Background: an optimization exercise with open tools, aiming at small area. Do not read the settings as production practice. The RTL was checked by simulation tests, not by an equivalence proof against the original design. Power figures rest on the tool's default switching activity, not on a simulated workload. The clock port is modelled as an ideal driver; clocking choices that lean on that would not hold on a real chip.

==> run Y: inputs <==
## led_matrix
module led_matrix #(
    parameter integer T_GAP = 256    
) (
    input  wire        clk,
    input  wire        rst,          
    input  wire [31:0] cmd_data,
    input  wire        cmd_valid,
    output wire        cmd_ready,
    input  wire [1:0]  ra,
    output reg  [31:0] rd_data,
    output wire [7:0]  tx_data,
    output wire        tx_valid,
    input  wire        tx_ready
);
    localparam [2:0] OP_MAP   = 3'b001;
    localparam [2:0] OP_SETPX = 3'b010;
    localparam [2:0] OP_FLUSH = 3'b011;
    localparam [2:0] OP_CLEAR = 3'b100;
    localparam [2:0] OP_DRAW  = 3'b101;
    localparam [2:0] F_ILLEGAL  = 3'd1;
    localparam [2:0] F_RESERVED = 3'd2;
    localparam [2:0] F_COORD    = 3'd3;
    localparam [2:0] F_INDEX    = 3'd4;
    localparam [2:0] F_GLYPH    = 3'd5;
    localparam integer GAP_TURNS = (T_GAP - 2 + 24) / 25 + 1;    
    localparam [4:0]   GAP_LAST  = GAP_TURNS - 8;                 
    reg [599:0] ring;             
    reg [4:0]   pix;              
    reg         clr;              
    reg [31:0]  cmd_q;            
    reg         busy;             
    reg         fr;               
    reg         fault;
    reg [4:0]   last_idx;
    reg         txv;              
  ...
==> module led_matrix, before the edit <==
module led_matrix #(
    parameter integer T_GAP = 256    
) (
    input  wire        clk,
    input  wire        rst,          
    input  wire [31:0] cmd_data,
    input  wire        cmd_valid,
    output wire        cmd_ready,
    input  wire [1:0]  ra,
    output reg  [31:0] rd_data,
    output wire [7:0]  tx_data,
    output wire        tx_valid,
    input  wire        tx_ready
);
    localparam [2:0] OP_MAP   = 3'b001;
    localparam [2:0] OP_SETPX = 3'b010;
    localparam [2:0] OP_FLUSH = 3'b011;
    localparam [2:0] OP_CLEAR = 3'b100;
    localparam [2:0] OP_DRAW  = 3'b101;
    localparam [2:0] F_ILLEGAL  = 3'd1;
    localparam [2:0] F_RESERVED = 3'd2;
    localparam [2:0] F_COORD    = 3'd3;
    localparam [2:0] F_INDEX    = 3'd4;
    localparam [2:0] F_GLYPH    = 3'd5;
    localparam integer GAP_TURNS = (T_GAP - 2 + 24) / 25 + 1;    
    localparam [4:0]   GAP_LAST  = GAP_TURNS - 8;                 
    reg [599:0] ring;             
    reg [4:0]   pix;              
    reg         clr;              
    reg [31:0]  cmd_q;            
    reg         busy;             
    reg         fr;               
    reg         fault;
    reg [4:0]   last_idx;
    reg         txv;              
    reg [4:0]   ti;               
    reg         gp;               
    wire [7:0]  txd = cmd_q[28:21];   
    wire [1:0]  kc  = cmd_q[20:19];   
    wire [2:0] op    = cmd_q[31:29];
    wire [2:0] row   = cmd_q[5:3];
    wire [2:0] col   = cmd_q[2:0];
    wire [4:0] idx   = cmd_q[28:24];
    wire [3:0] glyph = cmd_q[3:0];
    reg        dec_fault;
    reg [2:0]  dec_fcode;
    always @(*) begin
        dec_fault = 1'b0;
        dec_fcode = 3'd0;
        case (op)
            OP_MAP: begin
                if (cmd_q[28:6] != 23'd0) begin
                    dec_fault = 1'b1; dec_fcode = F_RESERVED;
                end else if (row > 3'd4 || col > 3'd4) begin
                    dec_fault = 1'b1; dec_fcode = F_COORD;
                end
            end
            OP_SETPX: begin
                if (idx > 5'd24) begin
                    dec_fault = 1'b1; dec_fcode = F_INDEX;
                end
            end
            OP_FLUSH, OP_CLEAR: begin
                if (cmd_q[28:0] != 29'd0) begin
                    dec_fault = 1'b1; dec_fcode = F_RESERVED;
                end
            end
            OP_DRAW: begin
                if (cmd_q[28:4] != 25'd0) begin
                    dec_fault = 1'b1; dec_fcode = F_RESERVED;
                end else if (glyph > 4'd10) begin
                    dec_fault = 1'b1; dec_fcode = F_GLYPH;
                end
            end
            default: begin
                dec_fault = 1'b1; dec_fcode = F_ILLEGAL;
            end
        endcase
    end
    wire check     = busy && !fr;
    wire do_map    = check && !dec_fault && (op == OP_MAP);
    wire do_setpx  = check && (op == OP_SETPX);   
    wire start     = check && !dec_fault && (op == OP_FLUSH || op == OP_CLEAR || op == OP_DRAW);
    wire zero_rg   = fr && op[2];                 
    wire do_draw   = fr && op[2] && op[0];
    wire [4:0] map_idx;
    led_index u_map_index (.row(row), .col(col), .idx(map_idx));
    wire glyph_on;
    led_glyph_rom u_rom (.id(glyph), .pix(pix), .on(glyph_on));
    wire setpx_hit = do_setpx && (pix == idx);
    assign cmd_ready = !rst && !busy && !fault;
    wire   cmd_fire  = cmd_valid && cmd_ready;
    assign tx_valid = txv;
    assign tx_data  = txd;
    wire   tx_fire  = txv && tx_ready;
    wire   turn     = pix[4] && pix[3];           
    wire   in_gap   = gp && !txv;
    wire [23:0] head = ring[23:0];
    wire        keep = !setpx_hit && !zero_rg && !clr;
    wire [23:0] ins  = ({24{setpx_hit}} & cmd_q[23:0]) |
                       ({24{keep}} & head) |
                       {16'd0, {8{do_draw && glyph_on}}};
    always @(posedge clk)
        ring <= {ins, ring[599:24]};
    wire [7:0] tap_old = (kc == 2'd0) ? head[23:16] :
                         (kc == 2'd1) ? head[15:8] :
                                        head[7:0];
    wire [7:0] tap = zero_rg ? {8{do_draw && glyph_on && kc[1]}} : tap_old;
    wire load      = fr && !gp && (pix == ti) && (!txv || tx_ready);
    wire frame_end = tx_fire && gp;
    always @(posedge clk) begin
        if (!busy && !fault) begin
            cmd_q <= cmd_data;
        end else if (load) begin
            cmd_q[28:21] <= tap;
            cmd_q[20:19] <= {kc[0], !kc[1] && !kc[0]};    
        end
    end
    always @(posedge clk) begin
        if (rst) begin
            pix      <= 5'd0;
            clr      <= 1'b1;
            busy     <= 1'b0;
            fr       <= 1'b0;
            fault    <= 1'b0;
            last_idx <= 5'd0;
            txv      <= 1'b0;
            ti       <= 5'd25;
            gp       <= 1'b1;
        end else begin
            pix <= turn ? 5'd0 : pix + 5'd1;
            if (turn)
                clr <= 1'b0;
            if (cmd_fire)
                busy <= 1'b1;
            if (check && dec_fault) begin
                busy  <= 1'b0;
                fault <= 1'b1;
            end
            if (do_map) begin
                busy     <= 1'b0;
                last_idx <= map_idx;
            end
            if (setpx_hit)
                busy <= 1'b0;
            if (start)
                fr <= 1'b1;
            if (load) begin
                txv <= 1'b1;
                if (kc[1]) begin
                    ti <= ti + 5'd1;
                    if (ti[4] && ti[3])       
                        gp <= 1'b1;
                end
            end else if (tx_fire) begin
                txv <= 1'b0;
            end
            if (frame_end) begin
                busy <= 1'b0;
                fr   <= 1'b0;
            end
            if (in_gap && turn) begin
                if (!ti[4] && ti[2]) begin    
                    ti <= 5'd0;
                    gp <= 1'b0;
                end else begin
                    ti <= ti + 5'd1;
                end
            end
        end
    end
    always @(*) begin
        case (ra)
            2'd0:    rd_data = {27'd0, fault ? dec_fcode : 3'd0, fault, busy};
            2'd1:    rd_data = {27'd0, last_idx};
            2'd2:    rd_data = fault ? cmd_q : 32'd0;
            default: rd_data = 32'd0;
        endcase
    end
endmodule
==> module led_glyph_rom, before the edit <==
module led_glyph_rom (
    input  wire [3:0] id,
    input  wire [4:0] pix,
    output wire       on
);
    localparam [511:0] TABLE = 512'h00000000000000000000000000000288078207d70782042203020027001100c9078007f5034403ff0344015f0308009c00110072072003220628067d06280588;
    assign on = TABLE[{pix, id}];
endmodule
export LEC_CHECK = 0
export CAP_MARGIN = 20
export CORE_MARGIN = 2
export CORE_UTILIZATION = 65
export SLEW_MARGIN = 20
create_clock -name core_clock -period 10.0 [get_ports {clk}]
standard.sh (not shown) runs the stock make flow with config.mk's settings and CLKGATE_MAP_FILE= SYNTH_SCRIPT=/design/flow/synth_recipe.tcl, a recipe that flattens the netlist after the stock synthesis.
==> flow/flow/run.sh <==
#!/bin/bash
# The standard layout with three changes:
#  1. after the standard synthesis, its combinational logic is re-mapped by
#     ABC with an area-oriented script (remap.tcl); every register is kept
#     as the standard synthesis made it (instance name, cell type, nets);
#  2. port buffers use the smallest buffer cell;
#  3. clock tree synthesis uses clkbuf_8 with set sink clusters and no
#     dummy loads.
# Each tool's output goes to a log file of its own in this folder.
set -euo pipefail
cd "$(dirname "$0")/.."
export BUFFER_PORTS_ARGS="-buffer_cell sky130_fd_sc_hd__buf_1"
export CTS_ARGS="-sink_clustering_enable -repair_clock_nets -dont_use_dummy_load -buf_list sky130_fd_sc_hd__clkbuf_8 -sink_clustering_size 20 -sink_clustering_max_diameter 50"

bash standard.sh synth > synth_standard.log 2>&1

RES=orfs/results/${FLOW_PLATFORM}/led_matrix/base
PDIR=${FLOW_HOME}/platforms/${FLOW_PLATFORM}
LIB=${PDIR}/lib/sky130_fd_sc_hd__tt_025C_1v80.lib
YOSYS=$(command -v yosys || echo "${FLOW_HOME}/../tools/install/yosys/bin/yosys")
mkdir -p remap
python3 flow/split_lib.py "$LIB" remap/comb.lib remap/seq.lib > remap/split_lib.log 2>&1
sed -n '/DONT_USE_CELLS/,/^$/p' "${PDIR}/config.mk" | grep -o 'sky130_fd_sc_hd__[A-Za-z0-9_]*' > remap/dont_use.txt
printf 'strash\ndc2\ndch\namap\n' > remap/area.abc
printf 'set_driving_cell sky130_fd_sc_hd__buf_1\nset_load 5\n' > remap/abc.constr
cp "$RES/1_2_yosys.v" remap/standard_synth.v
REMAP_IN=remap/standard_synth.v REMAP_OUT=remap/remapped.v \
REMAP_SEQ_LIB=remap/seq.lib REMAP_COMB_LIB=remap/comb.lib REMAP_LIB="$LIB" \
REMAP_DONT_USE="$(cat remap/dont_use.txt | tr '\n' ' ')" \
REMAP_ABC=remap/area.abc REMAP_CONSTR=remap/abc.constr \
  "$YOSYS" -c flow/remap.tcl > remap_yosys.log 2>&1
cp remap/remapped.v "$RES/1_2_yosys.v"
rm -f "$RES/1_synth.odb"

bash standard.sh > standard_flow.log 2>&1
==> flow/flow/remap.tcl <==
# Re-map the combinational logic of the standard synthesis netlist for area.
# Every register stays as the standard synthesis made it: same instance
# names, cell types and output nets. Inputs from the environment:
#   REMAP_IN, REMAP_OUT  netlists; REMAP_SEQ_LIB, REMAP_COMB_LIB  the
#   platform library split into sequential and combinational cells;
#   REMAP_LIB  the platform library; REMAP_DONT_USE  cells not to use;
#   REMAP_ABC, REMAP_CONSTR  ABC script and constraints.
yosys read_liberty -lib $::env(REMAP_SEQ_LIB)
yosys read_liberty -wb -ignore_miss_func $::env(REMAP_COMB_LIB)
yosys read_verilog -sv $::env(REMAP_IN)
yosys hierarchy -top $::env(FLOW_TOP)
yosys flatten -wb
yosys rename -hide w:*.*
yosys opt
set du {}
foreach c $::env(REMAP_DONT_USE) { lappend du -dont_use $c }
yosys abc -script $::env(REMAP_ABC) -liberty $::env(REMAP_LIB) {*}$du -constr $::env(REMAP_CONSTR) -D 10000
yosys opt_clean
yosys hilomap -singleton -hicell sky130_fd_sc_hd__conb_1 HI -locell sky130_fd_sc_hd__conb_1 LO
yosys insbuf -buf sky130_fd_sc_hd__buf_1 A X
yosys opt_clean
yosys tee -o $::env(REMAP_OUT).stat stat -liberty $::env(REMAP_LIB)
yosys select -module $::env(FLOW_TOP)
yosys write_verilog -noattr -nohex -nodec -selected $::env(REMAP_OUT)
==> flow/flow/split_lib.py <==
import re,sys
src=open(sys.argv[1]).read()
# find top-level cell blocks
out_comb=[];out_seq=[]
i=0; n=len(src)
cells=[]
for m in re.finditer(r'\n(\s*)cell\s*\(\s*"?([\w]+)"?\s*\)\s*\{',src):
    cells.append((m.start(),m.end(),m.group(2)))
# brace match each
blocks=[]
for st,en,name in cells:
    depth=1;j=en
    while depth:
        c=src[j]
        if c=='{':depth+=1
        elif c=='}':depth-=1
        j+=1
    blocks.append((st,j,name))
header=src[:blocks[0][0]]
tail=src[blocks[-1][1]:]
comb=[];seq=[]
for st,en,name in blocks:
    b=src[st:en]
    if re.search(r'\b(ff|latch|statetable)\s*\(',b) or 'clock_gate' in b: seq.append(b)
    else: comb.append(b)
open(sys.argv[2],'w').write(header+''.join(comb)+tail)
open(sys.argv[3],'w').write(header+''.join(seq)+tail)
print(len(comb),len(seq))
==> run E: changes against run Y <==
--- a/flow/design.v
+++ b/flow/design.v
@@ -41,3 +41,3 @@
     localparam integer GAP_TURNS = (T_GAP - 2 + 24) / 25 + 1;    
-    localparam [4:0]   GAP_LAST  = GAP_TURNS - 8;                 
+    localparam [4:0]   GAP_INIT  = GAP_TURNS - 1;
     reg [599:0] ring;             
@@ -51,3 +51,3 @@
     reg         txv;              
-    reg [4:0]   ti;               
+    reg [4:0]   d;                
     reg         gp;               
@@ -120,7 +120,6 @@
         ring <= {ins, ring[599:24]};
-    wire [7:0] tap_old = (kc == 2'd0) ? head[23:16] :
-                         (kc == 2'd1) ? head[15:8] :
-                                        head[7:0];
-    wire [7:0] tap = zero_rg ? {8{do_draw && glyph_on && kc[1]}} : tap_old;
-    wire load      = fr && !gp && (pix == ti) && (!txv || tx_ready);
+    wire [7:0] tap = kc[1] ? ins[7:0] :
+                     ({8{keep}} & (kc[0] ? head[15:8] : head[23:16]));
+    wire d0        = (d == 5'd0);
+    wire load      = fr && !gp && d0 && (!txv || tx_ready);
     wire frame_end = tx_fire && gp;
@@ -143,3 +142,3 @@
             txv      <= 1'b0;
-            ti       <= 5'd25;
+            d        <= GAP_INIT;
             gp       <= 1'b1;
@@ -163,8 +162,9 @@
                 fr <= 1'b1;
+            if (!gp && !(load && kc[1]))
+                d <= d0 ? 5'd24 : d - 5'd1;
             if (load) begin
                 txv <= 1'b1;
-                if (kc[1]) begin
-                    ti <= ti + 5'd1;
-                    if (ti[4] && ti[3])       
-                        gp <= 1'b1;
+                if (kc[1] && turn) begin      
+                    gp <= 1'b1;
+                    d  <= GAP_INIT;
                 end
@@ -178,8 +178,6 @@
             if (in_gap && turn) begin
-                if (!ti[4] && ti[2]) begin    
-                    ti <= 5'd0;
+                if (d0)
                     gp <= 1'b0;
-                end else begin
-                    ti <= ti + 5'd1;
-                end
+                else
+                    d <= d - 5'd1;
             end
--- a/flow/flow/run.sh
+++ b/flow/flow/run.sh
@@ -12,3 +12,3 @@
 export BUFFER_PORTS_ARGS="-buffer_cell sky130_fd_sc_hd__buf_1"
-export CTS_ARGS="-sink_clustering_enable -repair_clock_nets -dont_use_dummy_load -buf_list sky130_fd_sc_hd__clkbuf_8 -sink_clustering_size 20 -sink_clustering_max_diameter 50"
+export CTS_ARGS="-sink_clustering_enable -repair_clock_nets -dont_use_dummy_load -buf_list sky130_fd_sc_hd__clkbuf_8 -sink_clustering_size 20 -sink_clustering_max_diameter 80"
 
- GPL_TIMING_DRIVEN: not set -> 0
==> run D: changes against run Y <==
--- a/flow/design.v
+++ b/flow/design.v
@@ -13,4 +13,4 @@
 );
-    localparam [511:0] TABLE = 512'h00000000000000000000000000000288078207d70782042203020027001100c9078007f5034403ff0344015f0308009c00110072072003220628067d06280588;
-    assign on = TABLE[{pix, id}];
+    localparam [511:0] TABLE = 512'h0000000000f0c02f01e8fa3e00e8fe3101e1d10100f0c02f01e8fa3e00e8fe3101e1d10100417c440014507e004255c40101170f00447d0400fc145000475484;
+    assign on = TABLE[{id, pix}];
 endmodule
@@ -40,4 +40,4 @@
     localparam [2:0] F_GLYPH    = 3'd5;
-    localparam integer GAP_TURNS = (T_GAP - 2 + 24) / 25 + 1;    
-    localparam [4:0]   GAP_LAST  = GAP_TURNS - 8;                 
+    localparam integer GAP_TURNS = (T_GAP - 2 + 24) / 25 + 1;
+    localparam [4:0]   GAP_LAST  = GAP_TURNS - 1;
     reg [599:0] ring;             
@@ -111,3 +111,3 @@
     wire   tx_fire  = txv && tx_ready;
-    wire   turn     = pix[4] && pix[3];           
+    wire   turn     = (pix == 5'd24);
     wire   in_gap   = gp && !txv;
@@ -123,3 +123,3 @@
                                         head[7:0];
-    wire [7:0] tap = zero_rg ? {8{do_draw && glyph_on && kc[1]}} : tap_old;
+    wire [7:0] tap = zero_rg ? {8{do_draw && glyph_on && kc == 2'd2}} : tap_old;
     wire load      = fr && !gp && (pix == ti) && (!txv || tx_ready);
@@ -131,3 +131,3 @@
             cmd_q[28:21] <= tap;
-            cmd_q[20:19] <= {kc[0], !kc[1] && !kc[0]};    
+            cmd_q[20:19] <= (kc == 2'd2) ? 2'd0 : kc + 2'd1;
         end
@@ -143,3 +143,3 @@
             txv      <= 1'b0;
-            ti       <= 5'd25;
+            ti       <= 5'd0;
             gp       <= 1'b1;
@@ -165,6 +165,9 @@
                 txv <= 1'b1;
-                if (kc[1]) begin
-                    ti <= ti + 5'd1;
-                    if (ti[4] && ti[3])       
+                if (kc == 2'd2) begin
+                    if (ti == 5'd24) begin
+                        ti <= 5'd0;
                         gp <= 1'b1;
+                    end else begin
+                        ti <= ti + 5'd1;
+                    end
                 end
@@ -178,3 +181,3 @@
             if (in_gap && turn) begin
-                if (!ti[4] && ti[2]) begin    
+                if (ti == GAP_LAST) begin
                     ti <= 5'd0;
==> flow/flow/run.sh (replaced) <==
#!/bin/bash
set -euo pipefail
cd "$(dirname "$0")/.."
export BUFFER_PORTS_ARGS="-buffer_cell sky130_fd_sc_hd__buf_1"
export CTS_ARGS="-sink_clustering_enable -repair_clock_nets -dont_use_dummy_load -buf_list sky130_fd_sc_hd__clkbuf_16 -sink_clustering_size 36 -sink_clustering_max_diameter 80"
bash standard.sh > standard_flow.log 2>&1
- CORE_UTILIZATION: 65 -> 40
removed: flow/flow/remap.tcl
removed: flow/flow/split_lib.py
==> run Z: changes against run Y <==
--- a/flow/flow/run.sh
+++ b/flow/flow/run.sh
@@ -6,3 +6,3 @@
 #  2. port buffers use the smallest buffer cell;
-#  3. clock tree synthesis uses clkbuf_8 with set sink clusters and no
+#  3. clock tree synthesis uses clkbuf_16 with set sink clusters and no
 #     dummy loads.
@@ -12,3 +12,3 @@
 export BUFFER_PORTS_ARGS="-buffer_cell sky130_fd_sc_hd__buf_1"
-export CTS_ARGS="-sink_clustering_enable -repair_clock_nets -dont_use_dummy_load -buf_list sky130_fd_sc_hd__clkbuf_8 -sink_clustering_size 20 -sink_clustering_max_diameter 50"
+export CTS_ARGS="-sink_clustering_enable -repair_clock_nets -dont_use_dummy_load -buf_list sky130_fd_sc_hd__clkbuf_16 -sink_clustering_size 36 -sink_clustering_max_diameter 80"
 
==> summary.txt <==
The run finished with no timing, DRC or antenna violations. The power density normalized to cell area is 237.8 nW/um^2. The slowest stage of the critical path is the sky130_fd_sc_hd__nand2_2 cell.

The total instance count after detailed placement came out at 1444. After global routing, the most crowded layer is met1. The worst hold slack is 0.3003 ns. The peak supply drop is 0.0001772 V. For this block, wires on met1 add up to 12280 um. Of the available clock period, the critical path in the final layout requires 0.5324. The vias per cell is 4.908. Averaged over all synthesized cells, the footprint is 14.63 sq um. The share of total power dissipated in sequential elements is 0.683.
-- figures above: run Z

==> summary.txt <==
The run finished with no timing, DRC or antenna violations. The average cell area after synthesis came out at 14.63 sq um. The total instance count after detailed placement is 1444. The power density normalized to cell area is 236.6 nW/um^2.

On the final layout, the worst hold slack is 0.2624 ns. On the critical path, the stage with the largest delay is an instance of sky130_fd_sc_hd__nand2_2. Counting plain and timing-repair buffers in the layout gives 82.

The final worst-path cycle share is 0.5332. The sequential share of power came out at 0.685. The worst-case IR drop observed on VDD is 0.0001704 V. The clock period minus final worst setup slack came out at 5.332 ns.

Compared with the post-synthesis result, the final layout area differs by 8.217%. The global route total overflow is 0.
-- figures above: run Y

==> summary.txt <==
The sequential share of power came out at 0.693. The peak supply drop is 0.0002213 V. On the critical path, the stage with the largest delay is an instance of sky130_fd_sc_hd__nand2_2. For this design the ratio of total power to cell area is 234.4 nW/um^2.

The final worst-path cycle share came out at 0.5576. The run finished with no timing, DRC or antenna violations. The average cell area after synthesis is 14.70 sq um. The routed metal-1 wirelength came out at 12030 um.

The global routing stage identified its most utilized layer as met2. The vias per cell came out at 4.966.
-- figures above: run E

==> summary.txt <==
met2 is the most crowded layer. Of the total power, registers draw 0.682. The power density normalized to cell area came out at 230.5 nW/um^2. The final worst-path cycle share is 0.5713. The average cell area after synthesis is 15.20 sq um. The run finished with no timing, DRC or antenna violations. Final hold analysis gives a worst-case slack of 0.2778 ns.

The slowest stage of the critical path belongs to the cell sky130_fd_sc_hd__nor2b_2.
-- figures above: run D

## port drivers added, routing unchanged
How much do the figures lean on ideal ports? The routed layouts below were timed once more, with nothing changed but the port constraints.
Step 1 (the two cells are an assumption about what drives the block):
set clk [get_ports {clk}]
set_driving_cell -lib_cell sky130_fd_sc_hd__clkbuf_16 $clk
set_driving_cell -lib_cell sky130_fd_sc_hd__buf_2 [delete_from_list [all_inputs] $clk]
Step 2 also shifts input and output timing later by t, the mid clock arrival at the registers, as if the neighbouring blocks saw the same clock.
Slacks: no drivers / after step 1 / after step 2; pairs: no drivers / after step 1.
run | t (ns) | setup slack, ns | worst register clock-pin slew, ns | cell pins on the clock port's net
run Y | 0.578 | 4.668 / 4.648 / 4.648 | 0.11 / 0.11 | 1
run E | 0.589 | 4.424 / 4.397 / 4.397 | 0.12 / 0.12 | 1
run D | 0.586 | 4.287 / 4.264 / 4.264 | 0.12 / 0.12 | 1
run Z | 0.574 | 4.676 / 4.656 / 4.656 | 0.12 / 0.12 | 1
After both steps setup and hold are still met in every run listed. The setup slack of run E, which loses most, moves by -0.027 ns with the drivers and by -0.027 ns with both steps.
